From an optimization exercise on the open Yosys and OpenROAD flow, aimed at a short achievable clock period; shortcuts taken in it are not production practice. The RTL was checked by simulation tests, not by an equivalence proof against the original design. Power is estimated from default activity; no workload was simulated.

==> design/flow/design.v <==
module twms_decode (
  input  logic        valid,
  input  logic [1:0]  port,        
  input  logic [31:0] w,           
  output logic        mal,         
  output logic        rng,         
  output logic        fstat,       
  output logic [1:0]  xstart,      
  output logic [1:0]  xstat,
  output logic [1:0]  bufwr,
  output logic [1:0]  bufrd,
  output logic        evpost,
  output logic        evclr,
  output logic        evpend,
  output logic [4:0]  emblk,       
  output logic [4:0]  emunblk,
  output logic        emcda,
  output logic        emsleep,
  output logic [1:0][2:0] subev,   
  output logic [1:0][2:0] irqraise,
  output logic [1:0]  irqen,
  output logic [1:0]  irqstat,
  output logic        wake
);
  logic host, env, sev;
  assign host = valid && (port == 2'd0);
  assign env  = valid && (port == 2'd1);
  assign sev  = valid && (port == 2'd2);
  logic [15:0] opd;
  always_comb
    for (int i = 0; i < 16; i++) opd[i] = (w[31:28] == 4'(i));
  logic z7_0, z23_8, z21_8, z25_24, z27_8, z7_5, z4_3, z2_0, z7_3, z27_24, z23_22;
  assign z7_0   = (w[7:0] == 8'b0);
  assign z7_5   = (w[7:5] == 3'b0);
  assign z7_3   = (w[7:3] == 5'b0);
  assign z4_3   = (w[4:3] == 2'b0);
  assign z2_0   = (w[2:0] == 3'b0);
  assign z23_8  = (w[23:8] == 16'b0);
  assign z21_8  = (w[21:8] == 14'b0);
  assign z23_22 = (w[23:22] == 2'b0);
  assign z25_24 = (w[25:24] == 2'b0);
  assign z27_24 = (w[27:24] == 4'b0);
  assign z27_8  = z27_24 && z23_8;
  logic [1:0] bus;                    
  assign bus = {!w[27] && w[26], !w[27] && !w[26]};
  logic cnt_ok, lvl_ok;
  assign cnt_ok = (w[9:7] != 3'd0) && (w[9:7] <= 3'd4);
  assign lvl_ok = (w[2:0] <= 3'd4);
  logic [4:0] lvl;
  always_comb
    for (int l = 0; l < 5; l++) lvl[l] = (w[2:0] == 3'(l));
  logic [2:0] sk, ik;
  assign sk[0] = (w[25:24] == 2'd0) && z7_0;
  assign sk[1] = (w[25:24] == 2'd1);
  assign sk[2] = (w[25:24] == 2'd2) && z7_0;
  assign ik[0] = (w[23:22] == 2'd0) && z7_0;
  assign ik[1] = (w[23:22] == 2'd1);
  assign ik[2] = (w[23:22] == 2'd2) && z7_0;
  logic wf_xstart, wf_xstat, wf_bufwr, wf_bufrd, wf_evpc, wf_evpend, wf_emlv, wf_em0,
        wf_subev, wf_irqraise, wf_irqen, wf_irqstat, wf_fstat, wf_wake;
  assign wf_xstart   = host && opd[1] && (w[6:5] == 2'b0);
  assign wf_xstat    = host && opd[2] && z25_24 && z23_8 && z7_0;
  assign wf_bufwr    = host && opd[3] && z23_8;
  assign wf_bufrd    = host && opd[4] && z25_24 && z23_8 && z7_0;
  assign wf_evpc     = host && (opd[5] || opd[6]) && z27_8 && z7_5;
  assign wf_evpend   = host && opd[7] && z27_8 && z7_0;
  assign wf_emlv     = host && (opd[8] || opd[9]) && z27_8 && z7_3;
  assign wf_em0      = host && (opd[10] || opd[11]) && z27_8 && z7_0;
  assign wf_subev    = sev && opd[12] && z23_8 && (sk != 3'b0);
  assign wf_irqraise = env && opd[13] && z25_24 && z21_8 && (ik != 3'b0);
  assign wf_irqen    = host && opd[13] && (w[25:24] == 2'd1) && z23_8 && z7_3;
  assign wf_irqstat  = host && opd[13] && (w[25:24] == 2'd2) && z23_8 && z7_0;
  assign wf_fstat    = host && opd[14] && z27_24 && z23_8 && z7_0;
  assign wf_wake     = env && opd[14] && (w[27:24] == 4'd1) && z23_8 && z7_0;
  logic wf_bus, wf_any, in_rng;
  assign wf_bus = wf_xstart || wf_xstat || wf_bufwr || wf_bufrd || wf_subev ||
                  wf_irqraise || wf_irqen || wf_irqstat;
  assign wf_any = wf_bus || wf_evpc || wf_evpend || wf_emlv || wf_em0 || wf_fstat || wf_wake;
  assign in_rng = !((wf_bus && w[27]) || (wf_xstart && !cnt_ok) || (wf_emlv && !lvl_ok));
  assign mal = !wf_any;
  assign rng = !in_rng;
  assign fstat    = wf_fstat;
  assign xstart   = {2{wf_xstart && cnt_ok}} & bus;
  assign xstat    = {2{wf_xstat}} & bus;
  assign bufwr    = {2{wf_bufwr}} & bus;
  assign bufrd    = {2{wf_bufrd}} & bus;
  assign evpost   = wf_evpc && opd[5];
  assign evclr    = wf_evpc && opd[6];
  assign evpend   = wf_evpend;
  assign emblk    = {5{wf_emlv && opd[8]}} & lvl;
  assign emunblk  = {5{wf_emlv && opd[9]}} & lvl;
  assign emcda    = wf_em0 && opd[10];
  assign emsleep  = wf_em0 && opd[11];
  assign subev[0]    = {3{wf_subev && bus[0]}} & sk;
  assign subev[1]    = {3{wf_subev && bus[1]}} & sk;
  assign irqraise[0] = {3{wf_irqraise && bus[0]}} & ik;
  assign irqraise[1] = {3{wf_irqraise && bus[1]}} & ik;
  assign irqen    = {2{wf_irqen}} & bus;
  assign irqstat  = {2{wf_irqstat}} & bus;
  assign wake     = wf_wake;
endmodule
module twms (
  input  logic        clk,
  input  logic        rst,           
  input  logic        cmd_valid,
  input  logic [1:0]  cmd_port,      
  input  logic [31:0] cmd_word,
  output logic        rsp_valid,
  output logic        rsp_ok,
  output logic [31:0] rsp_data,
  output logic [1:0]  bo0_cnt,       
  output logic [10:0] bo0_act0,
  output logic [10:0] bo0_act1,
  output logic [1:0]  bo1_cnt,       
  output logic [10:0] bo1_act0,
  output logic [10:0] bo1_act1,
  output logic        sleep_valid,   
  output logic [2:0]  sleep_level,
  output logic        pwr_asleep,    
  output logic [2:0]  pwr_level,
  output logic        halt,          
  output logic [2:0]  fcode,
  output logic [7:0]  finfo
);
  localparam logic [10:0] BA_START = 11'h000, BA_STOP = 11'h100, BA_TX = 11'h400;
  logic [1:0][2:0]  st_q;
  logic [1:0]       avail_q;
  logic [1:0]       mode_q;
  logic [1:0][6:0]  paddr_q;
  logic [1:0][7:0]  raddr_q;
  logic [1:0][2:0]  rem_q;
  logic [1:0][31:0] buf_q;
  logic [1:0][31:0] evoh_q;      
  logic [1:0][2:0]  if_q;
  logic [1:0][2:0]  ien_q;
  logic [1:0][7:0]  rxdata_q;
  logic [31:0]      ev_q;
  logic [4:0][4:0]  vt_q;        
  logic [1:0]       rem1_q, rem2_q;    
  logic [1:0][3:0]  rl1_q, rl2_q;      
  logic [1:0]       x_xs;        
  logic [1:0]       x_bw;        
  logic [1:0][2:0]  x_hv;        
  logic             x_dlv;       
  logic [1:0][2:0]  x_irq;       
  logic [1:0][2:0]  x_clr;       
  logic [1:0]       x_ien;       
  logic             x_evpost, x_evclr;
  logic [4:0]       x_vinc, x_vdec;
  logic             f_mode;
  logic [6:0]       f_paddr;
  logic [7:0]       f_raddr;
  logic [2:0]       f_cnt;
  logic             f_cnt1;      
  logic [3:0]       f_cl;        
  logic [31:0]      f_evoh;
  logic [3:0]       f_lane;
  logic [7:0]       f_byte;
  logic [2:0]       f_ien;
  logic             rsp_valid_q, rsp_okn_q;
  logic [31:0]      rsp_data_q;    
  logic [1:0][1:0]  bo_cnt_q;
  logic [1:0][10:0] bo_a0_q;
  logic [1:0][9:0]  bo_a1_q;      
  logic             slp_valid_q;
  logic [2:0]       slp_level_q;
  logic             asleep_q;
  logic [2:0]       plevel_q;
  logic             hpn_q, fatn_q, hp_q, fat_q;
  logic [1:0]       fcpn_q, fcnn_q, fcp_q, fcn_q;
  logic [5:0]       fipn_q, finn_q, fip_q, fin_q;
  logic             halt_cur;
  logic [2:0]       fcode_cur;
  logic [7:0]       finfo_cur;
  assign halt_cur  = hp_q | fat_q;
  assign fcode_cur = {1'b0, fcp_q | fcn_q};
  assign finfo_cur = {2'b0, fip_q | fin_q};
  assign rsp_valid   = rsp_valid_q;
  assign rsp_ok      = ~(rsp_okn_q | fat_q);        
  assign rsp_data    = {rsp_data_q[31:3], ~(rsp_data_q[2] & fatn_q), rsp_data_q[1],
                        ~(rsp_data_q[0] & fatn_q)};   
  assign bo0_cnt     = bo_cnt_q[0];
  assign bo0_act0    = bo_a0_q[0];
  assign bo0_act1    = {bo_a1_q[0][9], 1'b0, bo_a1_q[0][8:0]};
  assign bo1_cnt     = bo_cnt_q[1];
  assign bo1_act0    = bo_a0_q[1];
  assign bo1_act1    = {bo_a1_q[1][9], 1'b0, bo_a1_q[1][8:0]};
  assign sleep_valid = slp_valid_q;
  assign sleep_level = slp_level_q;
  assign pwr_asleep  = asleep_q;
  assign pwr_level   = plevel_q;
  assign halt        = ~(hpn_q & fatn_q);
  assign fcode       = {1'b0, ~(fcpn_q & fcnn_q)};
  assign finfo       = {2'b0, ~(fipn_q & finn_q)};
  logic [1:0][2:0] st_n;
  logic [1:0] avail_n;
  logic [1:0] mode_n;
  logic [1:0][6:0] paddr_n;
  logic [1:0][7:0] raddr_n;
  logic [1:0][2:0] rem_n;
  logic [1:0][31:0] buf_n;
  logic [1:0][31:0] evoh_n;
  logic [1:0][2:0] if_n;
  logic [1:0][2:0] ien_n;
  logic [1:0][7:0] rxdata_n;
  logic [31:0] ev_n;
  logic [4:0][4:0] vt_n;
  logic [4:0] vfull;
  logic [4:0] vzero;
  logic [2:0] cda;
  logic [1:0][2:0] hf;
  logic [1:0][2:0][2:0] hcode;
  logic [1:0][2:0][7:0] hinfo;
  logic [1:0][2:0][1:0] hcnt;
  logic [1:0][10:0] ack_a0;
  logic [1:0][10:0] ack_a1;
  logic [1:0][10:0] rx_a0;
  logic [1:0] dlv_on;
  logic [2:0] dlv_kind;
  logic  dlv_fatal;
  logic [2:0] dlv_fcode;
  logic [7:0] dlv_finfo;
  logic [1:0][1:0] dlv_cnt;
  logic [1:0][10:0] dlv_a0;
  logic [1:0][10:0] dlv_a1;
  twms_state u_state (
    .st_q(st_q),
    .avail_q(avail_q),
    .mode_q(mode_q),
    .paddr_q(paddr_q),
    .raddr_q(raddr_q),
    .rem_q(rem_q),
    .buf_q(buf_q),
    .evoh_q(evoh_q),
    .if_q(if_q),
    .ien_q(ien_q),
    .rxdata_q(rxdata_q),
    .ev_q(ev_q),
    .vt_q(vt_q),
    .rem1_q(rem1_q),
    .rem2_q(rem2_q),
    .rl1_q(rl1_q),
    .rl2_q(rl2_q),
    .f_cnt1(f_cnt1),
    .f_cl(f_cl),
    .x_xs(x_xs),
    .x_bw(x_bw),
    .x_hv(x_hv),
    .x_dlv(x_dlv),
    .x_irq(x_irq),
    .x_clr(x_clr),
    .x_ien(x_ien),
    .x_evpost(x_evpost),
    .x_evclr(x_evclr),
    .x_vinc(x_vinc),
    .x_vdec(x_vdec),
    .f_mode(f_mode),
    .f_paddr(f_paddr),
    .f_raddr(f_raddr),
    .f_cnt(f_cnt),
    .f_evoh(f_evoh),
    .f_lane(f_lane),
    .f_byte(f_byte),
    .f_ien(f_ien),
    .halt_cur(halt_cur),
    .st_n(st_n),
    .avail_n(avail_n),
    .mode_n(mode_n),
    .paddr_n(paddr_n),
    .raddr_n(raddr_n),
    .rem_n(rem_n),
    .buf_n(buf_n),
    .evoh_n(evoh_n),
    .if_n(if_n),
    .ien_n(ien_n),
    .rxdata_n(rxdata_n),
    .ev_n(ev_n),
    .vt_n(vt_n),
    .vfull(vfull),
    .vzero(vzero),
    .cda(cda),
    .hf(hf),
    .hcode(hcode),
    .hinfo(hinfo),
    .hcnt(hcnt),
    .ack_a0(ack_a0),
    .ack_a1(ack_a1),
    .rx_a0(rx_a0),
    .dlv_on(dlv_on),
    .dlv_kind(dlv_kind),
    .dlv_fatal(dlv_fatal),
    .dlv_fcode(dlv_fcode),
    .dlv_finfo(dlv_finfo),
    .dlv_cnt(dlv_cnt),
    .dlv_a0(dlv_a0),
    .dlv_a1(dlv_a1)
  );
  logic            v, nv;           
  logic            d_mal, d_rng, d_fstat, d_evpost, d_evclr, d_evpend, d_emcda, d_emsleep, d_wake;
  logic [1:0]      d_xstart, d_xstat, d_bufwr, d_bufrd, d_irqen, d_irqstat;
  logic [4:0]      d_emblk, d_emunblk;
  logic [1:0][2:0] d_subev, d_irqraise;
  assign v  = cmd_valid && !rst;
  assign nv = !cmd_valid && !rst;
  twms_decode u_decode (
    .valid    (v),
    .port     (cmd_port),
    .w        (cmd_word),
    .mal      (d_mal),
    .rng      (d_rng),
    .fstat    (d_fstat),
    .xstart   (d_xstart),
    .xstat    (d_xstat),
    .bufwr    (d_bufwr),
    .bufrd    (d_bufrd),
    .evpost   (d_evpost),
    .evclr    (d_evclr),
    .evpend   (d_evpend),
    .emblk    (d_emblk),
    .emunblk  (d_emunblk),
    .emcda    (d_emcda),
    .emsleep  (d_emsleep),
    .subev    (d_subev),
    .irqraise (d_irqraise),
    .irqen    (d_irqen),
    .irqstat  (d_irqstat),
    .wake     (d_wake)
  );
  logic             h;
  logic [1:0]       e_xs, e_bw, e_sub;
  logic [1:0][2:0]  e_hv;
  logic             c1, c2, c3, c4, c5, fat_cmd, fatal, ok;
  logic [15:0]      g_op;
  logic             g_host, g_env, g_sev, g_z7_0, g_z7_5, g_z7_3, g_z238, g_z218, g_z2524,
                    g_z2724, g_b, g_cnt, g_lvl, g_sk, g_ik, g_wf, g_go, g_fstat, g_busy;
  logic             sb_hf;
  logic [2:0]       sb_hc;
  logic [7:0]       sb_hi;
  logic             ck_xs, ck_em, ck_sub, sp_xs, sp_blk, sp_unb, sp_sub, f_xs, f_blk, f_unb, f_sub;
  logic [31:0]      rd, rd_src, rd_buf;
  logic             rd_base, rd_bus, rd_top, rd_xstat, rd_bufrd, rd_evpend, rd_irq,
                    rd_cda, rd_fstat, rd_ok_hi, rd_ok_mid, rd_ok_lo, rd_ok_cda;
  logic [7:0]       rd_xs;
  logic [15:0]      rd_irqv;
  logic [2:0]       fc;
  logic [7:0]       fi;
  logic             sleep_x, wake_x, sub_any;
  logic             rsp_ok_d;
  logic [31:0]      rsp_data_d;
  logic [1:0][1:0]  bo_cnt_d;
  logic [1:0][10:0] bo_a0_d, bo_a1_d;
  always_comb begin
    h = halt_cur;
    for (int b = 0; b < 2; b++) begin
      e_xs[b]  = d_xstart[b] && !h && avail_n[b] && !vfull[2];
      e_bw[b]  = d_bufwr[b] && !h && avail_n[b];
      e_sub[b] = (d_subev[b] != 3'b0) && !h;
      for (int k = 0; k < 3; k++)
        e_hv[b][k] = (d_subev[b][k] && !h && !hf[b][k]) ||
                     (nv && dlv_on[b] && dlv_kind[k] && !hf[b][k]);
    end
    for (int i = 0; i < 16; i++) g_op[i] = (cmd_word[31:28] == 4'(i));
    g_host = v && (cmd_port == 2'd0);
    g_env  = v && (cmd_port == 2'd1);
    g_sev  = v && (cmd_port == 2'd2);
    g_z7_0 = (cmd_word[7:0] == 8'b0);
    g_z7_5 = (cmd_word[7:5] == 3'b0);
    g_z7_3 = (cmd_word[7:3] == 5'b0);
    g_z238 = (cmd_word[23:8] == 16'b0);
    g_z218 = (cmd_word[21:8] == 14'b0);
    g_z2524 = (cmd_word[25:24] == 2'b0);
    g_z2724 = (cmd_word[27:24] == 4'b0);
    g_b   = !cmd_word[27];
    g_cnt = (cmd_word[9:7] != 3'd0) && (cmd_word[9:7] <= 3'd4);
    g_lvl = (cmd_word[2:0] <= 3'd4);
    g_sk  = (cmd_word[25:24] == 2'd1) ||
            (((cmd_word[25:24] == 2'd0) || (cmd_word[25:24] == 2'd2)) && g_z7_0);
    g_ik  = (cmd_word[23:22] == 2'd1) ||
            (((cmd_word[23:22] == 2'd0) || (cmd_word[23:22] == 2'd2)) && g_z7_0);
    g_wf = (g_host && g_op[1] && (cmd_word[6:5] == 2'b0)) ||
           (g_host && g_z238 &&
            (g_op[3] ||
             (g_z7_0 && (((g_op[2] || g_op[4]) && g_z2524) ||
                         ((g_op[7] || g_op[10] || g_op[11] || g_op[14]) && g_z2724) ||
                         (g_op[13] && (cmd_word[25:24] == 2'd2)))) ||
             (g_z7_5 && (g_op[5] || g_op[6]) && g_z2724) ||
             (g_z7_3 && (((g_op[8] || g_op[9]) && g_z2724) ||
                         (g_op[13] && (cmd_word[25:24] == 2'd1)))))) ||
           (g_env && ((g_op[13] && g_z2524 && g_z218 && g_ik) ||
                      (g_op[14] && (cmd_word[27:24] == 4'd1) && g_z238 && g_z7_0))) ||
           (g_sev && g_op[12] && g_z238 && g_sk);
    g_go = (g_host && g_op[1] && (cmd_word[6:5] == 2'b0) && g_b && g_cnt) ||
           (g_host && g_z238 &&
            ((g_op[3] && g_b) ||
             (g_z7_0 && (((g_op[2] || g_op[4]) && g_z2524 && g_b) ||
                         ((g_op[7] || g_op[10] || g_op[11] || g_op[14]) && g_z2724) ||
                         (g_op[13] && (cmd_word[25:24] == 2'd2) && g_b))) ||
             (g_z7_5 && (g_op[5] || g_op[6]) && g_z2724) ||
             (g_z7_3 && (((g_op[8] || g_op[9]) && g_z2724 && g_lvl) ||
                         (g_op[13] && (cmd_word[25:24] == 2'd1) && g_b))))) ||
           (g_env && ((g_op[13] && g_z2524 && g_z218 && g_ik && g_b) ||
                      (g_op[14] && (cmd_word[27:24] == 4'd1) && g_z238 && g_z7_0))) ||
           (g_sev && g_op[12] && g_z238 && g_sk && g_b);
    g_fstat = g_host && g_op[14] && g_z2724 && g_z238 && g_z7_0;
    g_busy  = (g_op[1] || g_op[3]) && !avail_n[cmd_word[26]];
    c4 = v && h && !g_fstat;
    c1 = v && !h && !g_wf;
    c2 = !h && g_wf && !g_go;
    c3 = !h && g_go && g_busy;
    ck_xs  = v && (cmd_port == 2'd0) && (cmd_word[6:5] == 2'b0) && !cmd_word[27] &&
             (cmd_word[9:7] != 3'd0) && (cmd_word[9:7] <= 3'd4);
    ck_em  = v && (cmd_port == 2'd0) && (cmd_word[27:3] == 25'b0);
    ck_sub = v && (cmd_port == 2'd2) && (cmd_word[23:8] == 16'b0) && !cmd_word[27] &&
             ((cmd_word[25:24] == 2'd1) ||
              (((cmd_word[25:24] == 2'd0) || (cmd_word[25:24] == 2'd2)) && (cmd_word[7:0] == 8'b0)));
    sp_xs  = (cmd_word[31:28] == 4'h1) && avail_n[cmd_word[26]] && vfull[2];
    sp_blk = (cmd_word[31:28] == 4'h8) && (cmd_word[2:0] <= 3'd4) && vfull[cmd_word[2:0]];
    sp_unb = (cmd_word[31:28] == 4'h9) && (cmd_word[2:0] <= 3'd4) && vzero[cmd_word[2:0]];
    sb_hf = 1'b0;
    sb_hc = 3'd0;
    sb_hi = 8'd0;
    for (int b = 0; b < 2; b++)
      for (int k = 0; k < 3; k++)
        if (cmd_word[26] == 1'(b) && cmd_word[25:24] == 2'(k)) begin
          sb_hf = hf[b][k];
          sb_hc = hcode[b][k];
          sb_hi = hinfo[b][k];
        end
    sp_sub = (cmd_word[31:28] == 4'hC) && sb_hf;
    f_xs   = !h && ck_xs && sp_xs;
    f_blk  = !h && ck_em && sp_blk;
    f_unb  = !h && ck_em && sp_unb;
    f_sub  = !h && ck_sub && sp_sub;
    fat_cmd = f_xs || f_blk || f_unb || f_sub;
    c5 = fat_cmd;
    fatal = fat_cmd || (nv && dlv_fatal);
    rd_base = v && (cmd_port == 2'd0) && (cmd_word[23:0] == 24'b0);
    rd_bus  = !cmd_word[27] && (cmd_word[25:24] == 2'd0);
    rd_top  = (cmd_word[27:24] == 4'd0);
    rd_xstat  = (cmd_word[31:28] == 4'h2) && rd_bus;
    rd_bufrd  = (cmd_word[31:28] == 4'h4) && rd_bus;
    rd_evpend = (cmd_word[31:28] == 4'h7) && rd_top;
    rd_irq    = (cmd_word[31:28] == 4'hD) && !cmd_word[27] && (cmd_word[25:24] == 2'd2);
    rd_cda    = ((cmd_word[31:28] == 4'hA) || (cmd_word[31:28] == 4'hB)) && rd_top;
    rd_fstat  = (cmd_word[31:28] == 4'hE) && rd_top;
    rd_ok_hi  = rd_base && !h && (rd_bufrd || rd_evpend);
    rd_ok_mid = rd_base && ((!h && (rd_bufrd || rd_evpend || rd_irq)) || rd_fstat);
    rd_ok_lo  = rd_base && ((!h && (rd_bufrd || rd_evpend || rd_irq || rd_xstat)) || rd_fstat);
    rd_ok_cda = rd_base && !h && rd_cda;
    rd_xs   = (cmd_word[26] ? {mode_n[1], rem_n[1], st_n[1], avail_n[1]}
                            : {mode_n[0], rem_n[0], st_n[0], avail_n[0]});
    rd_buf  = cmd_word[26] ? buf_n[1] : buf_n[0];
    rd_irqv = cmd_word[26] ? {rxdata_n[1], 2'b0, ien_n[1], if_n[1]}
                           : {rxdata_n[0], 2'b0, ien_n[0], if_n[0]};
    case ({cmd_word[31], cmd_word[29], cmd_word[28]})
      3'b010:  rd_src = {24'b0, rd_xs};
      3'b000:  rd_src = rd_buf;
      3'b011:  rd_src = ev_n;
      3'b101:  rd_src = {16'b0, rd_irqv};
      default: rd_src = {16'b0, finfo_cur, 4'b0, fcode_cur, h};
    endcase
    rd[31:16] = rd_src[31:16] & {16{rd_ok_hi}};
    rd[15:8]  = rd_src[15:8]  & {8{rd_ok_mid}};
    rd[7:0]   = rd_src[7:0]   & {8{rd_ok_lo}};
    rd[2:0]   = rd[2:0] | (cda & {3{rd_ok_cda}});
    ok = g_fstat || (!h && g_go && !g_busy);
    rsp_ok_d = ok;
    rsp_data_d = rd;
    rsp_data_d[0] = c1 || c3 || rd[0];
    rsp_data_d[1] = c2 || c3 || rd[1];
    rsp_data_d[2] = c4 || rd[2];
    for (int b = 0; b < 2; b++) begin
      bo_cnt_d[b] = {e_xs[b], 1'b0} | (dlv_cnt[b] & {2{nv}});
      for (int k = 0; k < 3; k++)
        bo_cnt_d[b] = bo_cnt_d[b] | (hcnt[b][k] & {2{d_subev[b][k] && !h}});
      if (!cmd_valid) begin
        bo_a0_d[b] = dlv_a0[b];
        bo_a1_d[b] = dlv_a1[b];
      end else if (cmd_word[31:28] == 4'h1) begin
        bo_a0_d[b] = BA_START;
        bo_a1_d[b] = BA_TX | {3'b0, cmd_word[24:18], 1'b0};
      end else begin
        bo_a0_d[b] = cmd_word[24] ? rx_a0[b] : ack_a0[b];
        bo_a1_d[b] = cmd_word[24] ? BA_STOP : ack_a1[b];
      end
    end
    fc = 3'd0;
    fi = 8'd0;
    if (nv && dlv_fatal) begin
      fc = dlv_fcode;
      fi = dlv_finfo;
    end
    if (f_xs) begin
      fc = fc | 3'd3;
      fi = fi | 8'd2;
    end
    if (f_blk) begin
      fc = fc | 3'd3;
      fi = fi | {5'b0, cmd_word[2:0]};
    end
    if (f_unb) begin
      fc = fc | 3'd2;
      fi = fi | {5'b0, cmd_word[2:0]};
    end
    if (f_sub) begin
      fc = fc | sb_hc;
      fi = fi | sb_hi;
    end
    sleep_x = d_emsleep && !h;
    wake_x  = d_wake && !h;
    sub_any = (e_sub != 2'b0) || (nv && (dlv_on != 2'b0));
  end
  always_ff @(posedge clk) begin
    rsp_valid_q <= v;
    rsp_okn_q   <= !rsp_ok_d;
    rsp_data_q  <= {rsp_data_d[31:3], !rsp_data_d[2], rsp_data_d[1], !rsp_data_d[0]};
    bo_cnt_q    <= bo_cnt_d;
    bo_a0_q     <= bo_a0_d;
    for (int b = 0; b < 2; b++) bo_a1_q[b] <= {bo_a1_d[b][10], bo_a1_d[b][8:0]};
    slp_valid_q <= sleep_x;
    slp_level_q <= cda;
    if (rst) begin
      hpn_q    <= 1'b1;
      fatn_q   <= 1'b1;
      hp_q     <= 1'b0;
      fat_q    <= 1'b0;
      fcpn_q   <= 2'b11;
      fcnn_q   <= 2'b11;
      fcp_q    <= 2'b00;
      fcn_q    <= 2'b00;
      fipn_q   <= 6'h3f;
      finn_q   <= 6'h3f;
      fip_q    <= 6'h00;
      fin_q    <= 6'h00;
      asleep_q <= 1'b0;
      plevel_q <= 3'd0;
    end else begin
      hpn_q    <= !h;
      fatn_q   <= !fatal;
      hp_q     <= h;
      fat_q    <= fatal;
      fcpn_q   <= ~fcode_cur[1:0];
      fcnn_q   <= ~fc[1:0];     
      fcp_q    <= fcode_cur[1:0];
      fcn_q    <= fc[1:0];
      fipn_q   <= ~finfo_cur[5:0];
      finn_q   <= ~fi[5:0];
      fip_q    <= finfo_cur[5:0];
      fin_q    <= fi[5:0];
      asleep_q <= sleep_x || (asleep_q && !sub_any && !wake_x);
      if (sleep_x) plevel_q <= cda;
    end
    x_xs     <= e_xs;
    x_bw     <= e_bw;
    x_hv     <= e_hv;
    x_dlv    <= !cmd_valid;
    for (int b = 0; b < 2; b++) begin
      x_irq[b] <= d_irqraise[b] & {3{!h}};
      x_clr[b] <= {3{nv && dlv_on[b]}} & dlv_kind;
    end
    x_ien    <= d_irqen & {2{!h}};
    x_evpost <= d_evpost && !h;
    x_evclr  <= d_evclr && !h;
    for (int l = 0; l < 5; l++) begin
      x_vinc[l] <= (d_emblk[l] && !h && !vfull[l]) || (l == 2 && e_xs != 2'b0);
      x_vdec[l] <= (d_emunblk[l] && !h && !vzero[l]) ||
                   (l == 2 && (e_hv[0][2] || e_hv[1][2]));
    end
    f_mode   <= cmd_word[25];
    f_paddr  <= cmd_word[24:18];
    f_raddr  <= cmd_word[17:10];
    f_cnt    <= cmd_word[9:7];
    f_cnt1   <= (cmd_word[9:7] == 3'd1);
    for (int i = 0; i < 4; i++) f_cl[i] <= (cmd_word[8:7] == 2'(i + 1));
    for (int i = 0; i < 32; i++) f_evoh[i] <= (cmd_word[4:0] == 5'(i));
    for (int i = 0; i < 4; i++)  f_lane[i] <= (cmd_word[25:24] == 2'(i));
    f_byte   <= cmd_word[7:0];
    f_ien    <= cmd_word[2:0];
    if (rst) begin
      st_q     <= '0;
      avail_q  <= '1;
      mode_q   <= '0;
      paddr_q  <= '0;
      raddr_q  <= '0;
      rem_q    <= '0;
      buf_q    <= '0;
      evoh_q   <= {2{32'd1}};
      if_q     <= '0;
      ien_q    <= '1;
      rxdata_q <= '0;
      ev_q     <= '0;
      vt_q     <= '0;
      rem1_q   <= 2'b00;
      rem2_q   <= 2'b00;
      rl1_q    <= {2{4'b1000}};
      rl2_q    <= {2{4'b0100}};
    end else begin
      st_q     <= st_n;
      avail_q  <= avail_n;
      mode_q   <= mode_n;
      paddr_q  <= paddr_n;
      raddr_q  <= raddr_n;
      rem_q    <= rem_n;
      buf_q    <= buf_n;
      evoh_q   <= evoh_n;
      if_q     <= if_n;
      ien_q    <= ien_n;
      rxdata_q <= rxdata_n;
      ev_q     <= ev_n;
      vt_q     <= vt_n;
      for (int b = 0; b < 2; b++) begin
        rem1_q[b] <= (rem_n[b] == 3'd1);
        rem2_q[b] <= (rem_n[b] == 3'd2);
        for (int j = 0; j < 4; j++) begin
          rl1_q[b][j] <= (rem_n[b][1:0] == 2'(j + 1));
          rl2_q[b][j] <= (rem_n[b][1:0] == 2'(j + 2));
        end
      end
    end
  end
endmodule
module twms_state (
  input  logic [1:0][2:0] st_q,
  input  logic [1:0] avail_q,
  input  logic [1:0] mode_q,
  input  logic [1:0][6:0] paddr_q,
  input  logic [1:0][7:0] raddr_q,
  input  logic [1:0][2:0] rem_q,
  input  logic [1:0][31:0] buf_q,
  input  logic [1:0][31:0] evoh_q,
  input  logic [1:0][2:0] if_q,
  input  logic [1:0][2:0] ien_q,
  input  logic [1:0][7:0] rxdata_q,
  input  logic [31:0] ev_q,
  input  logic [4:0][4:0] vt_q,
  input  logic [1:0] rem1_q,
  input  logic [1:0] rem2_q,
  input  logic [1:0][3:0] rl1_q,
  input  logic [1:0][3:0] rl2_q,
  input  logic  f_cnt1,
  input  logic [3:0] f_cl,
  input  logic [1:0] x_xs,
  input  logic [1:0] x_bw,
  input  logic [1:0][2:0] x_hv,
  input  logic  x_dlv,
  input  logic [1:0][2:0] x_irq,
  input  logic [1:0][2:0] x_clr,
  input  logic [1:0] x_ien,
  input  logic  x_evpost,
  input  logic  x_evclr,
  input  logic [4:0] x_vinc,
  input  logic [4:0] x_vdec,
  input  logic  f_mode,
  input  logic [6:0] f_paddr,
  input  logic [7:0] f_raddr,
  input  logic [2:0] f_cnt,
  input  logic [31:0] f_evoh,
  input  logic [3:0] f_lane,
  input  logic [7:0] f_byte,
  input  logic [2:0] f_ien,
  input  logic  halt_cur,
  output logic [1:0][2:0] st_n,
  output logic [1:0] avail_n,
  output logic [1:0] mode_n,
  output logic [1:0][6:0] paddr_n,
  output logic [1:0][7:0] raddr_n,
  output logic [1:0][2:0] rem_n,
  output logic [1:0][31:0] buf_n,
  output logic [1:0][31:0] evoh_n,
  output logic [1:0][2:0] if_n,
  output logic [1:0][2:0] ien_n,
  output logic [1:0][7:0] rxdata_n,
  output logic [31:0] ev_n,
  output logic [4:0][4:0] vt_n,
  output logic [4:0] vfull,
  output logic [4:0] vzero,
  output logic [2:0] cda,
  output logic [1:0][2:0] hf,
  output logic [1:0][2:0][2:0] hcode,
  output logic [1:0][2:0][7:0] hinfo,
  output logic [1:0][2:0][1:0] hcnt,
  output logic [1:0][10:0] ack_a0,
  output logic [1:0][10:0] ack_a1,
  output logic [1:0][10:0] rx_a0,
  output logic [1:0] dlv_on,
  output logic [2:0] dlv_kind,
  output logic  dlv_fatal,
  output logic [2:0] dlv_fcode,
  output logic [7:0] dlv_finfo,
  output logic [1:0][1:0] dlv_cnt,
  output logic [1:0][10:0] dlv_a0,
  output logic [1:0][10:0] dlv_a1
);
  localparam logic [10:0] BA_START = 11'h000, BA_STOP = 11'h100, BA_TX = 11'h400;
  logic [1:0][2:0] rm_q;
  logic [1:0][1:0][2:0] pend_x;
  logic [1:0][2:0] pend;
  logic [1:0] dec_n, rn1;
  logic [1:0][3:0] rnl;
  logic [1:0][7:0] lane_n;
  always_comb begin
    for (int b = 0; b < 2; b++) begin
      rm_q[b] = rem_q[b] - 3'd1;
      st_n[b]     = st_q[b];
      avail_n[b]  = avail_q[b];
      mode_n[b]   = mode_q[b];
      paddr_n[b]  = paddr_q[b];
      raddr_n[b]  = raddr_q[b];
      rem_n[b]    = rem_q[b];
      evoh_n[b]   = evoh_q[b];
      if (x_xs[b]) begin
        st_n[b]    = 3'd1;
        avail_n[b] = 1'b0;
        mode_n[b]  = f_mode;
        paddr_n[b] = f_paddr;
        raddr_n[b] = f_raddr;
        rem_n[b]   = f_cnt;
        evoh_n[b]  = f_evoh;
      end
      if (x_hv[b][0]) begin
        case (st_q[b])
          3'd1:    st_n[b] = mode_q[b] ? 3'd2 : 3'd4;
          3'd2:    st_n[b] = 3'd3;
          3'd3:    st_n[b] = 3'd5;
          default: st_n[b] = rem1_q[b] ? 3'd6 : 3'd4;
        endcase
        if (st_q[b] == 3'd4) rem_n[b] = rm_q[b];
      end
      if (x_hv[b][1]) begin
        st_n[b]  = rem1_q[b] ? 3'd6 : 3'd5;
        rem_n[b] = rm_q[b];
      end
      if (x_hv[b][2]) begin
        st_n[b]    = 3'd0;
        avail_n[b] = 1'b1;
      end
      for (int j = 0; j < 4; j++) begin
        buf_n[b][8*j +: 8] = buf_q[b][8*j +: 8];
        if (x_bw[b] && f_lane[j])
          buf_n[b][8*j +: 8] = f_byte;
        if (x_hv[b][1] && rl1_q[b][j])
          buf_n[b][8*j +: 8] = x_dlv ? rxdata_q[b] : f_byte;
      end
      if_n[b] = (if_q[b] | x_irq[b]) & ~x_clr[b];
      ien_n[b] = x_ien[b] ? f_ien : ien_q[b];
      rxdata_n[b] = x_irq[b][1] ? f_byte : rxdata_q[b];
    end
    ev_n = ev_q;
    if (x_evpost) ev_n = ev_n | f_evoh;
    if (x_evclr)  ev_n = ev_n & ~f_evoh;
    if (x_hv[0][2]) ev_n = ev_n | evoh_q[0];
    if (x_hv[1][2]) ev_n = ev_n | evoh_q[1];
    for (int l = 0; l < 5; l++)
      vt_n[l] = x_vinc[l] ? {vt_q[l][3:0], 1'b1} : x_vdec[l] ? {1'b0, vt_q[l][4:1]} : vt_q[l];
  end
  always_comb begin
    for (int l = 0; l < 5; l++) begin
      vfull[l] = vt_n[l][4];
      vzero[l] = !vt_n[l][0];
    end
    cda = 3'd4;
    for (int l = 3; l >= 0; l--)
      if (!vzero[l]) cda = 3'(l);
    for (int b = 0; b < 2; b++) begin
      dec_n[b] = x_hv[b][1] || (x_hv[b][0] && st_q[b] == 3'd4);
      rn1[b] = x_xs[b] ? f_cnt1 : dec_n[b] ? rem2_q[b] : rem1_q[b];
      rnl[b] = x_xs[b] ? f_cl : dec_n[b] ? rl2_q[b] : rl1_q[b];
      lane_n[b] = 8'b0;
      for (int j = 0; j < 4; j++)
        if (rnl[b][j]) lane_n[b] = lane_n[b] | buf_n[b][8*j +: 8];
      hf[b][0] = !(st_n[b] == 3'd1 || st_n[b] == 3'd2 || st_n[b] == 3'd3 || st_n[b] == 3'd4);
      hf[b][1] = !(st_n[b] == 3'd3 || st_n[b] == 3'd5);
      hf[b][2] = !(st_n[b] == 3'd6) || vzero[2];
      for (int k = 0; k < 3; k++) begin
        if (k == 2 && st_n[b] == 3'd6) begin
          hcode[b][k] = 3'd2;
          hinfo[b][k] = 8'd2;
        end else begin
          hcode[b][k] = 3'd1;
          hinfo[b][k] = {2'b0, 1'(b), st_n[b], 2'(k)};
        end
      end
      hcnt[b][0] = 2'd0;
      ack_a0[b]  = BA_TX | {3'b0, lane_n[b]};
      ack_a1[b]  = BA_STOP;
      case (st_n[b])
        3'd1: begin
          hcnt[b][0] = 2'd1;
          ack_a0[b]  = BA_TX | {3'b0, raddr_n[b]};
        end
        3'd2: begin
          hcnt[b][0] = 2'd2;
          ack_a0[b]  = BA_START;
          ack_a1[b]  = BA_TX | {3'b0, paddr_n[b], 1'b1};
        end
        3'd4: hcnt[b][0] = rn1[b] ? 2'd2 : 2'd1;
        default: ;
      endcase
      hcnt[b][1] = 2'd0;
      if (st_n[b] == 3'd3 || st_n[b] == 3'd5) hcnt[b][1] = rn1[b] ? 2'd2 : 2'd1;
      hcnt[b][2] = 2'd0;
      rx_a0[b] = rn1[b] ? 11'h300 : 11'h200;    
      pend[b] = if_n[b] & ien_n[b];
    end
    dlv_on[0] = !halt_cur && (pend[0] != 3'b0);
    dlv_on[1] = !halt_cur && (pend[0] == 3'b0) && (pend[1] != 3'b0);
    dlv_kind = 3'b000;
    dlv_fatal = 1'b0;
    dlv_fcode = 3'd0;
    dlv_finfo = 8'd0;
    for (int b = 0; b < 2; b++) begin
      pend_x[b][0] = {pend[b][2] & !pend[b][1] & !pend[b][0], pend[b][1] & !pend[b][0], pend[b][0]};
      dlv_cnt[b] = 2'd0;
      dlv_a0[b]  = pend[b][0] ? ack_a0[b] : rx_a0[b];
      dlv_a1[b]  = pend[b][0] ? ack_a1[b] : BA_STOP;
      for (int k = 0; k < 3; k++)
        if (pend_x[b][0][k]) dlv_cnt[b] = dlv_on[b] ? hcnt[b][k] : 2'd0;
    end
    for (int b = 0; b < 2; b++)
      if (dlv_on[b]) begin
        dlv_kind = pend_x[b][0];
        for (int k = 0; k < 3; k++)
          if (pend_x[b][0][k]) begin
            dlv_fatal = hf[b][k];
            dlv_fcode = hcode[b][k];
            dlv_finfo = hinfo[b][k];
          end
      end
  end
endmodule
==> design/flow/flow/run.sh <==
#!/bin/bash
# Layout flow: the standard ORFS flow, with timing repair aimed at a setup
# slack margin well above what the 10 ns clock asks for, so that the resizer
# keeps working on the critical paths (the SDC is unchanged), and a last
# max-slew/max-cap repair after global routing (flow/post_grt.tcl). Port
# buffers are buf_4 (ORFS would pick a delay cell, clkdlybuf4s50_1).
# The platform's don't-use cells are extended with the slow high-stack gates
# (flow/dont_use.txt), for synthesis and for the resizer alike.
# make's output goes to standard_flow.log; each ORFS step logs under orfs/logs/.
set -euo pipefail
MARGIN=${MARGIN:-7.0}
DONT_USE=$(tr '\n' ' ' < flow/dont_use.txt)
bash standard.sh SETUP_SLACK_MARGIN=$MARGIN TNS_END_PERCENT=100 \
  "DONT_USE_CELLS=$DONT_USE" \
  "BUFFER_PORTS_ARGS=-buffer_cell sky130_fd_sc_hd__buf_4" \
  POST_GLOBAL_ROUTE_TCL=$PWD/flow/post_grt.tcl finish > standard_flow.log 2>&1
==> design/flow/config.mk <==
export PLATFORM = sky130hd
export DESIGN_NAME = twms
export DESIGN_NICKNAME = twms
export VERILOG_FILES = /design/flow/design.v
export SDC_FILE = /design/flow/constraint.sdc
export NUM_CORES = 4
export LEC_CHECK = 0
export CAP_MARGIN = 20
export CORE_MARGIN = 2
export CORE_UTILIZATION = 40
export PLACE_DENSITY = 0.75
export SLEW_MARGIN = 20
export SYNTH_HIERARCHICAL = 1
export SYNTH_MINIMUM_KEEP_SIZE = 0
==> design/flow/constraint.sdc <==
create_clock -name core_clock -period 10.0 [get_ports {clk}]
set_input_delay 2.0000 -clock core_clock [delete_from_list [all_inputs] [get_ports {clk}]]
set_output_delay 2.0000 -clock core_clock [all_outputs]
set_load 0.01 [all_outputs]
==> design/flow/flow/post_grt.tcl <==
# After global routing's timing repair: repair max slew and capacitance
# again, with margin, since repair_timing can leave drivers at the limit.
# Same sequence as global_route.tcl uses after its own repair_design.
repair_design -slew_margin 30 -cap_margin 30
global_route -start_incremental
detailed_placement
global_route -end_incremental
estimate_parasitics -global_routing
write_guides $::env(RESULTS_DIR)/route.guide
==> design/flow/flow/dont_use.txt <==
sky130_fd_sc_hd__probe_p_8
sky130_fd_sc_hd__probec_p_8
sky130_fd_sc_hd__lpflow_bleeder_1
sky130_fd_sc_hd__lpflow_clkbufkapwr_1
sky130_fd_sc_hd__lpflow_clkbufkapwr_16
sky130_fd_sc_hd__lpflow_clkbufkapwr_2
sky130_fd_sc_hd__lpflow_clkbufkapwr_4
sky130_fd_sc_hd__lpflow_clkbufkapwr_8
sky130_fd_sc_hd__lpflow_clkinvkapwr_1
sky130_fd_sc_hd__lpflow_clkinvkapwr_16
sky130_fd_sc_hd__lpflow_clkinvkapwr_2
sky130_fd_sc_hd__lpflow_clkinvkapwr_4
sky130_fd_sc_hd__lpflow_clkinvkapwr_8
sky130_fd_sc_hd__lpflow_decapkapwr_12
sky130_fd_sc_hd__lpflow_decapkapwr_3
sky130_fd_sc_hd__lpflow_decapkapwr_4
sky130_fd_sc_hd__lpflow_decapkapwr_6
sky130_fd_sc_hd__lpflow_decapkapwr_8
sky130_fd_sc_hd__lpflow_inputiso0n_1
sky130_fd_sc_hd__lpflow_inputiso0p_1
sky130_fd_sc_hd__lpflow_inputiso1n_1
sky130_fd_sc_hd__lpflow_inputiso1p_1
sky130_fd_sc_hd__lpflow_inputisolatch_1
sky130_fd_sc_hd__lpflow_isobufsrc_1
sky130_fd_sc_hd__lpflow_isobufsrc_16
sky130_fd_sc_hd__lpflow_isobufsrc_2
sky130_fd_sc_hd__lpflow_isobufsrc_4
sky130_fd_sc_hd__lpflow_isobufsrc_8
sky130_fd_sc_hd__lpflow_isobufsrckapwr_16
sky130_fd_sc_hd__lpflow_lsbuf_lh_hl_isowell_tap_1
sky130_fd_sc_hd__lpflow_lsbuf_lh_hl_isowell_tap_2
sky130_fd_sc_hd__lpflow_lsbuf_lh_hl_isowell_tap_4
sky130_fd_sc_hd__lpflow_lsbuf_lh_isowell_4
sky130_fd_sc_hd__lpflow_lsbuf_lh_isowell_tap_1
sky130_fd_sc_hd__lpflow_lsbuf_lh_isowell_tap_2
sky130_fd_sc_hd__lpflow_lsbuf_lh_isowell_tap_4
sky130_fd_sc_hd__or4_*
sky130_fd_sc_hd__nor4_*
sky130_fd_sc_hd__or4b_*
sky130_fd_sc_hd__nor4b_*
sky130_fd_sc_hd__or4bb_*
sky130_fd_sc_hd__nor4bb_*
sky130_fd_sc_hd__or3_*
sky130_fd_sc_hd__nor3_*
sky130_fd_sc_hd__or3b_*
sky130_fd_sc_hd__nor3b_*
sky130_fd_sc_hd__o41ai_*
sky130_fd_sc_hd__a41oi_*
sky130_fd_sc_hd__o41a_*
sky130_fd_sc_hd__a41o_*
sky130_fd_sc_hd__o311ai_*
sky130_fd_sc_hd__o2111ai_*
sky130_fd_sc_hd__a2111oi_*
sky130_fd_sc_hd__o2111a_*
sky130_fd_sc_hd__a2111o_*
sky130_fd_sc_hd__o311a_*
sky130_fd_sc_hd__a311oi_*
sky130_fd_sc_hd__a311o_*
sky130_fd_sc_hd__o32ai_*
sky130_fd_sc_hd__o32a_*
sky130_fd_sc_hd__a32oi_*
sky130_fd_sc_hd__a32o_*
sky130_fd_sc_hd__o221ai_*
sky130_fd_sc_hd__o221a_*
sky130_fd_sc_hd__a221oi_*
sky130_fd_sc_hd__a221o_*
sky130_fd_sc_hd__o211ai_*
sky130_fd_sc_hd__o211a_*
sky130_fd_sc_hd__a211oi_*
sky130_fd_sc_hd__a211o_*
sky130_fd_sc_hd__o31ai_*
sky130_fd_sc_hd__o31a_*
sky130_fd_sc_hd__a31oi_*
sky130_fd_sc_hd__a31o_*
sky130_fd_sc_hd__o22a_*
sky130_fd_sc_hd__a22o_*
sky130_fd_sc_hd__a2bb2o_*
sky130_fd_sc_hd__o2bb2a_*
sky130_fd_sc_hd__a2bb2oi_*
sky130_fd_sc_hd__o2bb2ai_*
sky130_fd_sc_hd__and4_*
sky130_fd_sc_hd__and4b_*
sky130_fd_sc_hd__and4bb_*
sky130_fd_sc_hd__nand4b_*
sky130_fd_sc_hd__nand4bb_*
==> design/flow/standard.sh <==
#!/bin/bash
# synth_recipe.tcl (not shown) runs the flow's synth.tcl, then flattens the netlist and writes it again
# the make line also repeats each setting of config.mk as NAME=value (left out here)
make -C /OpenROAD-flow-scripts/flow DESIGN_CONFIG=/design/flow/config.mk WORK_HOME=/design/flow/orfs CLKGATE_MAP_FILE= SYNTH_SCRIPT=/design/flow/synth_recipe.tcl "${@:-finish}"
==> impl_metrics.toml, run 1 <==
[timing]
hold_slack_ns = 0.4826
skew_ns = 0.03566
setup_violations = 0
max_slew_margin_pct = 39.39
final.setup.worst_slack_ns = 6.842
hold_violations = 0
fin_crit_sh_pct = 31.58
fmax_mhz = 316.6
tightest_slew_ns = 0.9091
maxSlewViolCount = 0
min_period_ns = 3.158
tns_ns = 0

[cts]
cts_tree = "built"
htreeDepth = 2
post_cts.repair.setup_buffers = 45
clkTransAtPathRegs_ns = 0.06
clock_sinks = 499
cts_max_path_buffers = 3
insertion_delay_ns = 0.62
cts_made_buffers = 53
ctsResizeCount = 331
holdBufCountCts = 0
root_buffer = "clkbuf_16"

[route]
routed_wl_mm = 81.91
wl_per_cell_um = 21.28
dr.pass1.iters = 9
drcViolationCount = 0
ant_nets = 0
first_iter_violations = 2746
dr_total_vias = 21749
drt-vias-per-instance = 5.649

[job]
maxCapViolations = 0

[setup_path]
endpoint_kind = "primary output"
critPathKind = "flip-flop to primary output"
rrSetupSlack_ns = 6.96
cpMaxStageDelayCell = "dfxtp_2"
reg2reg_depth = 15
critPathRequiredTime_ns = 8.00
r2r-end = "fin_q[0]"
worstPathArrival_ns = 1.16
regToRegStartpoint = "st_q[2]"
critPathMaxFanout = 1
crit_chain = "nor2_2 -> buf_4"
crit_path_max_incr_delay_ns = 0.33
start_kind = "flip-flop"

[cells_and_area]
fillers = 5397
layout.cells.non_filler = 3850
nNetsFinal = 3067
antenna_cells = 0
drive_gt1_share_pct = 26.37
final_util_pct = 49.46
area_delta_synth_final_pct = 22.53

[placement]
place.gp.congestion = 0.9658
dp_slack_ns = 5.011
dpl.cell_count = 3633
io_buffer_count = 133
place_hpwl_mm = 53.07

[grt]
antenna_found_initial = 2
grt_pass1_vias = 20057
grt_max_degree = 104
grt_overflow = 0
grt_pass1_wl_mm = 120.2
grt_usage_pct = 24.66

[outcome]
status = "timing/DRC/antenna clean"

[power]
irDropWorstVdd_mv = 0.1283
power.density_nw_per_um2 = 148.3
p_leak_nw = 12.30

[synthesis]
synthCells = 2927
synthesis.area_um2 = 24320
ys_warn_count = 9
syn_area_per_cell_um2 = 8.309

[die]
die_w_um = 250.6
num_rows = 90
coreArea_um2 = 60250
ioPinCount = 139
start_util_pct = 40.37
dieHeight_um = 250.6
dieArea_um2 = 62790

[min_path]
min_path_type = "flip-flop to flip-flop"
hold_path_end = "plevel_q[0]"
min_path_cells = 2
hold_start = "plevel_q[0]"
-- cell type report --
cell class	count	area (um2)	share of cell area [%]
Clock buffer	69	1486	4.988
Clock inverter	28	400.4	1.344
Inverter	144	561.8	1.885
Multi-Input combinational cell	2066	13240	44.42
Sequential cell	499	10150	34.05
Tap cell	782	978.4	3.283
Timing Repair Buffer	262	2989	10.03
-- layout by cell type, fill, tap and decap left out, types with 12 or more instances in the layout --
cell type / count
mux2i_1: 133
conb_1: 58
o21a_1: 12
clkbuf_16: 58
nand2b_1: 24
nor2_2: 21
a22oi_1: 59
and3b_1: 13
dfxtp_2: 93
mux2_2: 125
nand2_1: 210
o22ai_1: 61
nand4_1: 41
and3_1: 45
dfxtp_1: 395
o21ai_2: 14
nor2_4: 26
or2_2: 27
and2_1: 76
nor2b_1: 279
inv_1: 128
nand2_2: 18
a21oi_1: 170
nand3_1: 41
buf_4: 97
a222oi_1: 43
o21ai_1: 17
o21ai_0: 139
buf_6: 128
clkbuf_8: 13
a21oi_2: 16
and2_4: 13
nor2_1: 278
-- sequential cells by signal, indices dropped and copies added (netlist names), 7 cells and up --
register	flops
buf_q	64
evoh_q	64
ev_q	32
f_evoh	32
rsp_data_q	32
vt_q	25
bo_a0_q	22
bo_a1_q	20
raddr_q	16
rxdata_q	16
paddr_q	14
f_raddr	8
f_paddr	7
rl2_q	7
-- worst max path at each step --
stage	start	endpoint	cells past startpoint
floorplan	cmd_word[25]	fin_q[0]	11
global placement	cmd_valid	rsp_data_q[25]	6
detailed placement	cmd_valid	rsp_data_q[22]	6
CTS	rsp_okn_q	rsp_ok	2
finish	rsp_okn_q	rsp_ok	2
-- per-layer routing --
| metal | vias to the layer above | track usage (%) | wire (um) |
|---|---|---|---|
| met5 | - | 0 | 34 |
| met4 | 4 | 10.78 | 4336 |
| met3 | 267 | 4.593 | 8472 |
| met2 | 1225 | 39.48 | 36220 |
| met1 | 10282 | 32.41 | 32850 |
| li1 | 9971 | - | - |
-- per-stage QoR --
step	instance area [um2]	power (mW)
after detailed placement	25230	2.249
after floorplan	24860	2.197
after CTS	28650	4.399
final	29800	4.418
after global placement	25230	2.249
-- critical path: cells and delay by family, from the launching register on --
family	cells	cell delay (ns)
flops	1	0.33
simple gates	1	0.11
buf+inv	1	0.12
-- power breakdown --
part	switching, mW	leakage, nW	internal (mW)
Sequential	0.0142	4.07	2.00
Combinational	0.160	7.30	0.115
Clock	0.842	0.929	1.28
Total	1.02	12.3	3.40
==> run 2: changes to the inputs <==
--- a/design/flow/flow/run.sh
+++ b/design/flow/flow/run.sh
@@ -8,7 +8,7 @@
 # (flow/dont_use.txt), for synthesis and for the resizer alike.
 # make's output goes to standard_flow.log; each ORFS step logs under orfs/logs/.
 set -euo pipefail
-MARGIN=${MARGIN:-7.0}
+MARGIN=${MARGIN:-7.25}
 DONT_USE=$(tr '\n' ' ' < flow/dont_use.txt)
 bash standard.sh SETUP_SLACK_MARGIN=$MARGIN TNS_END_PERCENT=100 \
   "DONT_USE_CELLS=$DONT_USE" \
--- a/design/flow/config.mk
+++ b/design/flow/config.mk
@@ -8,7 +8,7 @@
 export CAP_MARGIN = 20
 export CORE_MARGIN = 2
 export CORE_UTILIZATION = 40
-export PLACE_DENSITY = 0.75
+export PLACE_DENSITY = 0.6
 export SLEW_MARGIN = 20
 export SYNTH_HIERARCHICAL = 1
 export SYNTH_MINIMUM_KEEP_SIZE = 0
==> run 2 against run 1 <==
Still clean on timing, DRC and antenna. Fmax shrank 0.42%. Wire length up 12%. First-iteration DRC count fell by 32%. Final cell count grew 1.4%. Count of clock-buffer cells in the layout increased by 4. Total power rose by 1.1%. Via count up 0.15%. Final area increased by 4.4%. Core utilization increased by 2.2 points. Sequential power is essentially flat. Synthesized cell count stayed put. Combinational power is 9.5% higher. Critical path type unchanged. Largest cell class unchanged.
==> impl_metrics.toml, run 2 <==
[power]
power.density_nw_per_um2 = 143.5
irDropWorstVdd_mv = 0.1342
p_leak_nw = 12.82

[timing]
min_period_ns = 3.171
setup_violations = 0
max_slew_margin_pct = 43.49
fin_crit_sh_pct = 31.71
fmax_mhz = 315.3
hold_violations = 0
maxSlewViolCount = 0
skew_ns = 0.02524
tightest_slew_ns = 0.8476
tns_ns = 0
hold_slack_ns = 0.4873

[setup_path]
rrSetupSlack_ns = 6.97
critPathRequiredTime_ns = 8.00
critPathMaxFanout = 1
cpMaxStageDelayCell = "dfxtp_2"
crit_chain = "nor2_2 -> buf_4"
start_kind = "flip-flop"
crit_family = "flip-flops"
endpoint_kind = "primary output"
timing.critical_path.buf_inv = 1
crit_path_max_incr_delay_ns = 0.33
worstPathArrival_ns = 1.17
critPathKind = "flip-flop to primary output"

[route]
dr_total_vias = 21781
drt-vias-per-instance = 5.579
ant_nets = 0
first_iter_violations = 1861
dr.pass1.iters = 10
wl_per_cell_um = 23.42
drcViolationCount = 0
routed_wl_mm = 91.44

[grt]
grt_usage_pct = 27.96
grt_pass1_wl_mm = 133.3
grt_overflow = 0
grt_max_degree = 112
antenna_found_initial = 1
grt_pass1_vias = 21046

[cts]
post_cts.repair.setup_buffers = 88
cts_max_path_buffers = 3
cts_made_buffers = 54
root_buffer = "clkbuf_16"
clkTransAtPathRegs_ns = 0.06
ctsResizeCount = 503
insertion_delay_ns = 0.63
htreeDepth = 2
cts_tree = "built"
clock_sinks = 499
holdBufCountCts = 0

[job]
maxCapViolations = 0

[synthesis]
synthesis.area_um2 = 24320
ys_warn_count = 9
synthCells = 2927
syn_area_per_cell_um2 = 8.309

[placement]
place_hpwl_mm = 59.33
io_buffer_count = 133
place.gp.congestion = 0.9573

[die]
dieArea_um2 = 62790
coreArea_um2 = 60250
die_w_um = 250.6
start_util_pct = 40.37
ioPinCount = 139
num_rows = 90
dieHeight_um = 250.6

[min_path]
min_path_type = "flip-flop to flip-flop"

[cells_and_area]
antenna_cells = 0
top_regs = "buf_q: 64 flops, evoh_q: 64 flops"
area_delta_synth_final_pct = 27.95
layout_common_cells = "dfxtp_1, nor2b_1, nor2_1, nand2_1, a21oi_1"
nNetsFinal = 3121
final_common_cell = "dfxtp_1"
drive_gt1_share_pct = 31.01

[outcome]
status = "timing/DRC/antenna clean"
==> run 2: cell types whose count changed in the layout (fill, tap and decap cells not counted), sizes merged <==
cell,before,now
clkinv,13,11
clkbuf,77,80
and2,91,95
clkinvlp,7,8
bufbuf,5,11
and3,57,56
buf,249,294
bufinv,9,7
==> run 2: stage by stage <==
step,instances,setup WS (ns),total power [mW],instance area [um2],utilization (%)
after global placement,3633,5.140,2.256,25280,41.96
after detailed placement,3633,5.043,2.257,25280,41.96
after CTS,3839,6.792,4.473,29990,49.78
final,3904,6.829,4.466,31120,51.65
after floorplan,2982,6.608,2.202,24990,-
==> run 2: worst min-delay path, stage by stage, from the launching register on <==
cell and delay (ns):
dfxtp_2 0.32, nand2_1 0.08, a21oi_2 0.05
==> run 2: worst paths after layout <==
check / start / endpoint / cells after the start
max: rsp_okn_q / rsp_ok / 2
min: plevel_q[1] / plevel_q[1] / 2
max reg2reg: st_q[1] / fin_q[2] / 14
min reg2reg: plevel_q[1] / plevel_q[1] / 2
==> run 2: layer usage <==
metal | up-vias | global-route usage [%] | share of wire [%]
li1 | 10066 | - | -
met1 | 10555 | 36.12 | 41
met5 | - | 0 | 0.015
met3 | 227 | 4.250 | 7.1
met4 | 2 | 12.85 | 4.8
met2 | 931 | 45.98 | 47
==> run 2: layout make-up <==
class                      count  area, um2
clock buffer                  73       1563
clock inverter                25      342.8
fill                        5563      29130
inverter                     144      563.0
multi-input combinational   2069      13860
sequential                   499      10140
tap                          782      978.4
timing repair buffer         312       3672
==> run 2: report_power, final <==
part | total [mW] | switching (mW) | internal (mW)
logic | 0.301 | 0.172 | 0.129
registers | 2.02 | 0.0145 | 2.01
clock network | 2.14 | 0.867 | 1.28
total | 4.47 | 1.05 | 3.41
==> run 3: changes to the inputs <==
--- a/design/flow/flow/run.sh
+++ b/design/flow/flow/run.sh
@@ -8,7 +8,7 @@
 # (flow/dont_use.txt), for synthesis and for the resizer alike.
 # make's output goes to standard_flow.log; each ORFS step logs under orfs/logs/.
 set -euo pipefail
-MARGIN=${MARGIN:-7.25}
+MARGIN=${MARGIN:-7.0}
 DONT_USE=$(tr '\n' ' ' < flow/dont_use.txt)
 bash standard.sh SETUP_SLACK_MARGIN=$MARGIN TNS_END_PERCENT=100 \
   "DONT_USE_CELLS=$DONT_USE" \
==> run 3 against run 2 <==
Largest cell class unchanged. Combinational power decreased by 11%. Final area down 4.5%. Setup slack improved by 0.0073 ns. Core utilization decreased by 2.3 points. Die area unchanged. First-iteration DRC count rose by 1.4%. Register-to-register slack improved by 0.07 ns. Flip-flop and latch count unchanged.
==> impl_metrics.toml, run 3 <==
[outcome]
status = "timing/DRC/antenna clean"

[route]
first_iter_violations = 1887
drt-vias-per-instance = 5.541
wl_met2_mm = 41.40
wl_met3_mm = 5.556
wl_per_cell_um = 23.09
ant_nets = 0
highest_layer = "met5"
routed_wl_mm = 88.69
dr.pass1.iters = 9
drcViolationCount = 0
dr_total_vias = 21282
met1_length_mm = 37.75

[timing]
fin_crit_sh_pct = 31.64
max_slew_margin_pct = 33.25
tns_ns = 0
maxSlewViolCount = 0
skew_ns = 0.03098
tightest_slew_ns = 1.001
setup_violations = 0
min_period_ns = 3.164
fmax_mhz = 316.0
hold_slack_ns = 0.4739
hold_violations = 0

[die]
dieArea_um2 = 62790
dieHeight_um = 250.6
ioPinCount = 139
start_util_pct = 40.37
die_w_um = 250.6
coreArea_um2 = 60250
num_rows = 90

[cells_and_area]
final_area_um2 = 29730
drive_gt1_share_pct = 26.35
layout_common_cells = "dfxtp_1, nor2_1, nor2b_1, nand2_1, a21oi_1"
nNetsFinal = 3056
final_common_cell = "dfxtp_1"
antenna_cells = 0
top_regs = "buf_q: 64 flops, evoh_q: 64 flops"
area_delta_synth_final_pct = 22.23

[power]
power.density_nw_per_um2 = 150.8
swShare_pct = 23.40
power_switching_mw = 1.049
pwr-share-seq_pct = 45.1
p_leak_nw = 12.26
irDropWorstVdd_mv = 0.1309
clkPwrFrac_pct = 48.9
p_comb_share_pct = 6.0
p_int_mw = 3.434

[cts]
cts_max_path_buffers = 3
holdBufCountCts = 0
insertion_delay_ns = 0.63
post_cts.repair.setup_buffers = 58
htreeDepth = 2
clock_sinks = 499
clkTransAtPathRegs_ns = 0.06
cts_made_buffers = 55
cts_tree = "built"
ctsResizeCount = 326
root_buffer = "clkbuf_16"

[grt]
antenna_found_initial = 2
grt_usage_pct = 26.99
grt_overflow = 0
grt_max_degree = 105
grt_pass1_wl_mm = 129.4
grt_pass1_vias = 20533

[setup_path]
start_kind = "flip-flop"
critPathRequiredTime_ns = 8.00
critPathKind = "flip-flop to primary output"
endpoint_kind = "primary output"
critPathMaxFanout = 1
worstPathArrival_ns = 1.16

[placement]
placed_area_um2 = 25230
io_buffer_count = 133
place_hpwl_mm = 59.71
place.gp.congestion = 1.006

[min_path]
min_path_type = "flip-flop to flip-flop"

[synthesis]
synthesis.area_um2 = 24320
syn_area_per_cell_um2 = 8.309
ys_warn_count = 9
synthCells = 2927

[job]
maxCapViolations = 0
==> run 3: final timing paths <==
check	to	startpoint	cells after the start	slack, ns
worst max-delay path	rsp_data[2]	rsp_data_q[2]	2	6.84
worst min-delay path	plevel_q[1]	plevel_q[1]	2	0.47
worst max register to register	bo_a0_q[5]	x_hv[1]	10	7.04
worst min register to register	plevel_q[1]	plevel_q[1]	2	0.47
==> run 3: area by class of cell <==
type,count,area [um2]
clock buffers,75,1582
inverters,144,563.0
flip-flops and latches,499,10160
fillers,5568,30520
well taps,782,978.4
repair buffers,248,2816
clock inverters,26,399.1
multi-input cells,2067,13230
==> run 3: stage by stage <==
step	total power, mW	util [%]	cells	setup WS (ns)
floorplan	2.197	-	2982	6.608
global placement	2.256	41.89	3633	5.290
detailed placement	2.256	41.89	3633	5.225
CTS	4.494	47.99	3805	6.782
finish	4.484	49.34	3841	6.836
==> run 3: power by group through the flow <==
stage               Sequential [mW]  Combinational, mW  Clock, mW
global placement               2.06              0.193          0
floorplan                      2.06              0.136          0
detailed placement             2.06              0.193          0
finish                         2.02              0.269       2.19
CTS                            2.02              0.245       2.23
==> run 3: routing by layer <==
metal,vias up,global-route usage (%)
met5,-,0
met4,4,11.70
met3,188,4.261
met2,848,44.67
met1,10324,34.81
li1,9918,-
==> run 3: worst max-delay path, cell delays in order (launching register included) <==
cell     delay [ns]
dfxtp_2        0.37
nand2_2        0.06
buf_6          0.12
==> run 4: changes to the inputs <==
--- a/design/flow/config.mk
+++ b/design/flow/config.mk
@@ -8,6 +8,7 @@
 export CAP_MARGIN = 20
 export CORE_MARGIN = 2
 export CORE_UTILIZATION = 40
+export GPL_ROUTABILITY_DRIVEN = 0
 export PLACE_DENSITY = 0.6
 export SLEW_MARGIN = 20
 export SYNTH_HIERARCHICAL = 1
==> run 4 against run 3 <==
Highest routed layer unchanged. Total power shrank 2.4%. Still clean on timing, DRC and antenna. Critical endpoint is now rsp_ok. Final cell count increased by 0.96%. Final area up 1.3%. Register-to-register slack got worse by 0.04 ns. Sequential share of layout area shrank 0.45 points. Synthesized cell count did not move. Core utilization grew 0.63 points.
==> impl_metrics.toml, run 4 <==
[outcome]
status = "timing/DRC/antenna clean"

[power]
p_int_mw = 3.352
clkPwrFrac_pct = 47.6
irDropWorstVdd_mv = 0.1386
pwr-share-seq_pct = 46.1
swShare_pct = 23.38
p_comb_share_pct = 6.3
power_mw = 4.375
power_switching_mw = 1.023
power.density_nw_per_um2 = 145.3
p_leak_nw = 12.44

[setup_path]
start_kind = "flip-flop"
critPathRequiredTime_ns = 8.00
worstPathArrival_ns = 1.18
critPathMaxFanout = 2
endpoint_kind = "primary output"
critPathKind = "flip-flop to primary output"
reg2reg_depth = 16

[cells_and_area]
layout.cells.non_filler = 3878
register_area_um2 = 10150
final_common_cell = "dfxtp_1"
drive_gt1_share_pct = 27.37
nNetsFinal = 3091
fillers = 5483
area_delta_synth_final_pct = 23.79
multi_input_area_um2 = 13300
final_area_um2 = 30110
final_util_pct = 49.97
layout_common_cells = "dfxtp_1, nor2b_1, nor2_1, nand2_1, a21oi_1"
top_regs = "buf_q: 64 flops, evoh_q: 64 flops"

[placement]
dpl.cell_count = 3633
place_hpwl_mm = 55.76
io_buffer_count = 133
placed_area_um2 = 25250

[synthesis]
synthCells = 2927
ys_warn_count = 9
syn_area_per_cell_um2 = 8.309
synthesis.area_um2 = 24320

[timing]
maxSlewViolCount = 0
fmax_mhz = 314.9
min_period_ns = 3.175
max_slew_margin_pct = 35.33
skew_ns = 0.03107
tns_ns = 0
setup_violations = 0
fin_crit_sh_pct = 31.75
tightest_slew_ns = 0.9701
hold_violations = 0

[die]
die_w_um = 250.6
dieHeight_um = 250.6
start_util_pct = 40.37
coreArea_um2 = 60250
dieArea_um2 = 62790
ioPinCount = 139
num_rows = 90

[cts]
clkTransAtPathRegs_ns = 0.06
clock_sinks = 499
ctsResizeCount = 294
holdBufCountCts = 0
cts_max_path_buffers = 3
htreeDepth = 2
cts_tree = "built"
insertion_delay_ns = 0.63
post_cts.repair.setup_buffers = 45
root_buffer = "clkbuf_16"
cts_made_buffers = 54

[grt]
antenna_found_initial = 1
grt_usage_pct = 25.61
grt_pass1_wl_mm = 123.7
grt_overflow = 0
grt_pass1_vias = 20301
grt_max_degree = 187

[route]
dr.pass1.iters = 12
wl_per_cell_um = 22.05
first_iter_violations = 2546
drt-vias-per-instance = 5.596
drcViolationCount = 0
routed_wl_mm = 85.51
ant_nets = 0
dr_total_vias = 21700

[min_path]
min_path_type = "flip-flop to flip-flop"
min_path_cells = 2

[job]
maxCapViolations = 0
-- run 4: worst paths after layout --
check / to / slack (ns) / from
setup / recovery: rsp_ok / 6.82 / fat_q
hold / removal: plevel_q[2] / 0.47 / plevel_q[2]
setup reg to reg: fin_q[2] / 7.00 / st_q[1]
hold reg to reg: plevel_q[2] / 0.47 / plevel_q[2]
-- run 4: metal layers --
| layer | part of all wire, % | wire (um) | vias up | track usage, % |
|---|---|---|---|---|
| met4 | 5.5 | 4695 | 2 | 11.99 |
| met3 | 9.2 | 7904 | 289 | 4.801 |
| met5 | 0.015 | 13 | - | 0 |
| li1 | - | - | 9988 | - |
| met2 | 45 | 38650 | 1155 | 41.52 |
| met1 | 40 | 34250 | 10266 | 32.93 |
-- run 4: final cells by class --
type | instances | share of cell area, %
repair buffers | 287 | 10.77
clock inverters | 26 | 0.9766
well taps | 782 | 3.250
clock buffers | 75 | 5.249
multi-input cells | 2064 | 44.16
diodes | 1 | 0.008312
inverters | 144 | 1.870
flip-flops and latches | 499 | 33.72
-- run 4: metrics by stage --
step,hold WS (ns),worst slack [ns]
2_1_floorplan,0.4805,6.608
3_5_place_dp,0.4626,4.911
3_3_place_gp,0.4555,5.095
4_1_cts,0.4696,6.772
6_report,0.4696,6.825
-- run 4: worst max-delay path, stage by stage, from the launching register on --
cell and delay [ns]:
dfxtp_2 0.32, nor2_2 0.11, buf_4 0.13
-- run 4: power groups by stage --
stage / Combinational [mW] / Sequential [mW] / Clock (mW)
final: 0.274 / 2.02 / 2.08
after global placement: 0.188 / 2.06 / 0
after floorplan: 0.136 / 2.06 / 0
after detailed placement: 0.189 / 2.06 / 0
after CTS: 0.232 / 2.02 / 2.12

static timing again, ports no longer ideal:
How much do the figures lean on ideal ports? The routed layouts below were timed once more, with nothing changed but the port constraints. Step 1 assumes that a clkbuf_16 drives the clock port and a buf_2 every other input. Step 2 moves the port delays by t, midway between the first and last clock arrival at a register: inputs arrive t later, outputs are due t later. That takes back most of the time a late clock gives input paths. Slacks: ideal / step 1 / step 2; pairs: ideal / step 1.
run	t (ns)	slack for setup (ns)	hold slack, ns	worst setup path after step 2	slew at the worst register clock pin (ns)
run 1	0.660	6.842 / 6.780 / 6.162	0.483 / 0.483 / 0.483	input to register	0.07 / 0.07
run 2	0.683	6.829 / 6.737 / 6.054	0.487 / 0.487 / 0.487	input to register	0.07 / 0.07
run 3	0.682	6.836 / 6.773 / 6.182	0.474 / 0.474 / 0.474	input to register	0.07 / 0.07
run 4	0.675	6.825 / 6.764 / 6.112	0.470 / 0.470 / 0.470	input to register	0.06 / 0.06
After both steps setup and hold are still met in every run listed. The setup slack of run 2, which loses most, moves by -0.092 ns with the drivers and by -0.775 ns with both steps.
